This is an optimization exercise on Yosys and OpenROAD, whose aim is small area and few clock cycles, not a production implementation. Function was checked by simulation only, so behaviour that the tests miss may differ from the original. No activity file was given, so power comes from the tool's default toggle rates.

Design mtfd, start of the top module:
module mtfd (
    input  wire        clk,
    input  wire        rst,
    input  wire        abort,
    input  wire        arm,
    input  wire        rx_fault,
    input  wire        rx_valid,
    input  wire        tick,
    input  wire [7:0]  rx_data,
    input  wire [31:0] timeout_load,
    input  wire [7:0]  pay_addr,
    output wire        ready,
    output wire [2:0]  st,
    output wire        busy,
    output wire        done,
    output wire        frame_valid,
    output wire [3:0]  flags,
    output wire [7:0]  r_len,
    output wire [15:0] r_cmd,
    output wire [7:0]  r_fcs,
    output wire [1:0]  r_class,
    output wire [7:0]  pay_data,
    output wire [31:0] budget,
    output wire        v_valid,
    output wire        v_malformed,
    output wire [7:0]  v_transport_rev,
    output wire [7:0]  v_product_id,
    output wire [7:0]  v_major,
    output wire [7:0]  v_minor,
    output wire [7:0]  v_patch,
    output wire [15:0] v_build_rev,
    output wire [1:0]  v_chip,
    output wire [1:0]  v_compat
);
clock: 12.0 ns
lec_check: 0
cap_margin: 20
core_margin: 2
core_utilization: 55
cts_buf_list: sky130_fd_sc_hd__clkbuf_8
cts_cluster_diameter: 80
cts_cluster_size: 15
place_density: 0.7
slew_margin: 20
run.sh (not shown) runs the stock make flow with config.mk's settings and CLKGATE_MAP_FILE= SYNTH_SCRIPT=/design/flow/synth_recipe.tcl, a recipe that flattens the netlist after the stock synthesis.
Testbench counts at the start, summed over its fixed seeds: cycles 25,086.
Next try:
==> flow/flow/run.sh (new file) <==
#!/bin/bash
# The standard layout (the standard.sh: ORFS with the standard synthesis),
# with two changes:
#  - the port buffers are buf_1 cells instead of ORFS's default choice;
#  - CTS inserts no dummy loads (same clustering as config.mk sets).
set -euo pipefail
export BUFFER_PORTS_ARGS="-buffer_cell sky130_fd_sc_hd__buf_1"
export CTS_ARGS="-sink_clustering_enable -repair_clock_nets -buf_list sky130_fd_sc_hd__clkbuf_8 -sink_clustering_size 15 -sink_clustering_max_diameter 80 -dont_use_dummy_load"
bash standard.sh > standard_flow.log 2>&1
==> flow/standard.sh (new file) <==
#!/bin/bash
# synth_recipe.tcl (not shown) runs the flow's synth.tcl, then flattens the netlist and writes it again
# the make line also repeats each setting of config.mk as NAME=value (left out here)
make -C /OpenROAD-flow-scripts/flow DESIGN_CONFIG=/design/flow/config.mk WORK_HOME=/design/flow/orfs CLKGATE_MAP_FILE= SYNTH_SCRIPT=/design/flow/synth_recipe.tcl "${@:-finish}"
removed: flow/run.sh
The changed run finished clean. Sequential share of layout area came out higher by 1.2 points. Sequential cell count does not change. Routed wire length barely changes. Non-clock buffer count came out lower by 36. Final area came out lower by about 1.9%. Core utilization came out lower by 1.1 points. Die area is unchanged. Cell count came out lower by about 1%.
Next try:
==> flow/run.sh (new file) <==
#!/bin/bash
# synth_recipe.tcl (not shown) runs the flow's synth.tcl, then flattens the netlist and writes it again
# the make line also repeats each setting of config.mk as NAME=value (left out here)
make -C /OpenROAD-flow-scripts/flow DESIGN_CONFIG=/design/flow/config.mk WORK_HOME=/design/flow/orfs CLKGATE_MAP_FILE= SYNTH_SCRIPT=/design/flow/synth_recipe.tcl finish
Settings changed: CORE_UTILIZATION 55 to 68, PLACE_DENSITY 0.7 to 0.8.
removed: flow/flow/run.sh
removed: flow/standard.sh
Sequential share of layout area fell by 0.72 points.
Power rose by 1.2%.
Area after synthesis does not change.
Combinational power hardly moves.
Critical path depth rose by 2.
Cell area rose by 1.1%.
Clock skew fell by 0.016 ns.
Maximum frequency fell by 1.5%.
Setup slack is worse by 0.17 ns.

* * *

Another version of the RTL of mtfd (not shown whole).
Size in the first run: about 2300 flip-flops, about 200 I/O pins.
clock: 12.0 ns
lec_check: 0
cap_margin: 20
core_margin: 2
core_utilization: 70
cts_buf_list: sky130_fd_sc_hd__clkbuf_8
cts_cluster_diameter: 60
cts_cluster_size: 18
place_density: 0.8
slew_margin: 20
standard.sh (not shown) runs the stock make flow with config.mk's settings and CLKGATE_MAP_FILE= SYNTH_SCRIPT=/design/flow/synth_recipe.tcl, a recipe that flattens the netlist after the stock synthesis.
==> flow/flow/run.sh <==
#!/bin/bash
# The standard layout (the standard.sh: ORFS with the standard synthesis),
# with two changes:
#  - the port buffers are buf_1 cells instead of ORFS's default choice;
#  - CTS inserts no dummy loads (same clustering as config.mk sets).
set -euo pipefail
export BUFFER_PORTS_ARGS="-buffer_cell sky130_fd_sc_hd__buf_1"
export CTS_ARGS="-sink_clustering_enable -repair_clock_nets -buf_list sky130_fd_sc_hd__clkbuf_8 -sink_clustering_size 18 -sink_clustering_max_diameter 60 -dont_use_dummy_load"
bash standard.sh > standard_flow.log 2>&1
The starting point produced a clean layout.
Testbench counts at the start, summed over its fixed seeds: cycles 25,212.
Change:
--- a/flow/flow/run.sh
+++ b/flow/flow/run.sh
@@ -6,4 +6,4 @@
 set -euo pipefail
 export BUFFER_PORTS_ARGS="-buffer_cell sky130_fd_sc_hd__buf_1"
-export CTS_ARGS="-sink_clustering_enable -repair_clock_nets -buf_list sky130_fd_sc_hd__clkbuf_8 -sink_clustering_size 18 -sink_clustering_max_diameter 60 -dont_use_dummy_load"
+export CTS_ARGS="-sink_clustering_enable -repair_clock_nets -buf_list sky130_fd_sc_hd__clkbuf_8 -sink_clustering_size 15 -sink_clustering_max_diameter 80 -dont_use_dummy_load"
 bash standard.sh > standard_flow.log 2>&1
--- a/flow/config.mk
+++ b/flow/config.mk
@@ -8,8 +8,8 @@
 export CAP_MARGIN = 20
 export CORE_MARGIN = 2
-export CORE_UTILIZATION = 70
+export CORE_UTILIZATION = 62
 export CTS_BUF_LIST = sky130_fd_sc_hd__clkbuf_8
-export CTS_CLUSTER_DIAMETER = 60
-export CTS_CLUSTER_SIZE = 18
-export PLACE_DENSITY = 0.8
+export CTS_CLUSTER_DIAMETER = 80
+export CTS_CLUSTER_SIZE = 15
+export PLACE_DENSITY = 0.75
 export SLEW_MARGIN = 20
Outcome: Global-route usage drops by 5.6 points. Cell count increases by a few percent. Power went down slightly. Non-clock buffer count falls by 26. Via count decreases by a few percent. Synthesized cell count does not change. Area after synthesis stays the same. Cell area rises slightly.

[port drivers added, routing unchanged]
How much do the figures lean on ideal ports? The routed layouts below were timed once more, with nothing changed but the port constraints. Step 1 sets driving cells, clkbuf_16 on the clock port and buf_2 on the other inputs (assumed; they add their load-dependent delay and slew). Step 2 also shifts input and output timing later by t, the mid clock arrival at the registers, as if the neighbouring blocks saw the same clock. a / b / c = ideal / step 1 / step 2; a / b = the first two.
| run | shift t [ns] | setup slack, ns | worst setup path at the end | slew at the worst register clock pin (ns) |
|---|---|---|---|---|
| the first run of note 1 | 0.990 | 0.599 / 0.599 / -0.095 | input to register | 0.12 / 0.12 |
| the second run of note 1 | 0.976 | 0.620 / 0.620 / 0.092 | input to register | 0.11 / 0.11 |
| the third run of note 1 | 0.978 | 0.447 / 0.447 / -0.151 | input to register | 0.11 / 0.11 |
| the first run of note 2 | 0.915 | 0.508 / 0.508 / -0.260 | input to register | 0.12 / 0.12 |
| the second run of note 2 | 0.950 | 0.537 / 0.537 / -0.115 | input to register | 0.11 / 0.11 |
With both steps, setup timing fails in the first run of note 1, the third run of note 1, the first run of note 2 and the second run of note 2, where it was met with ideal ports. The setup slack of the first run of note 2, which loses most, moves by 0.000 ns with the drivers and by -0.768 ns with both steps.
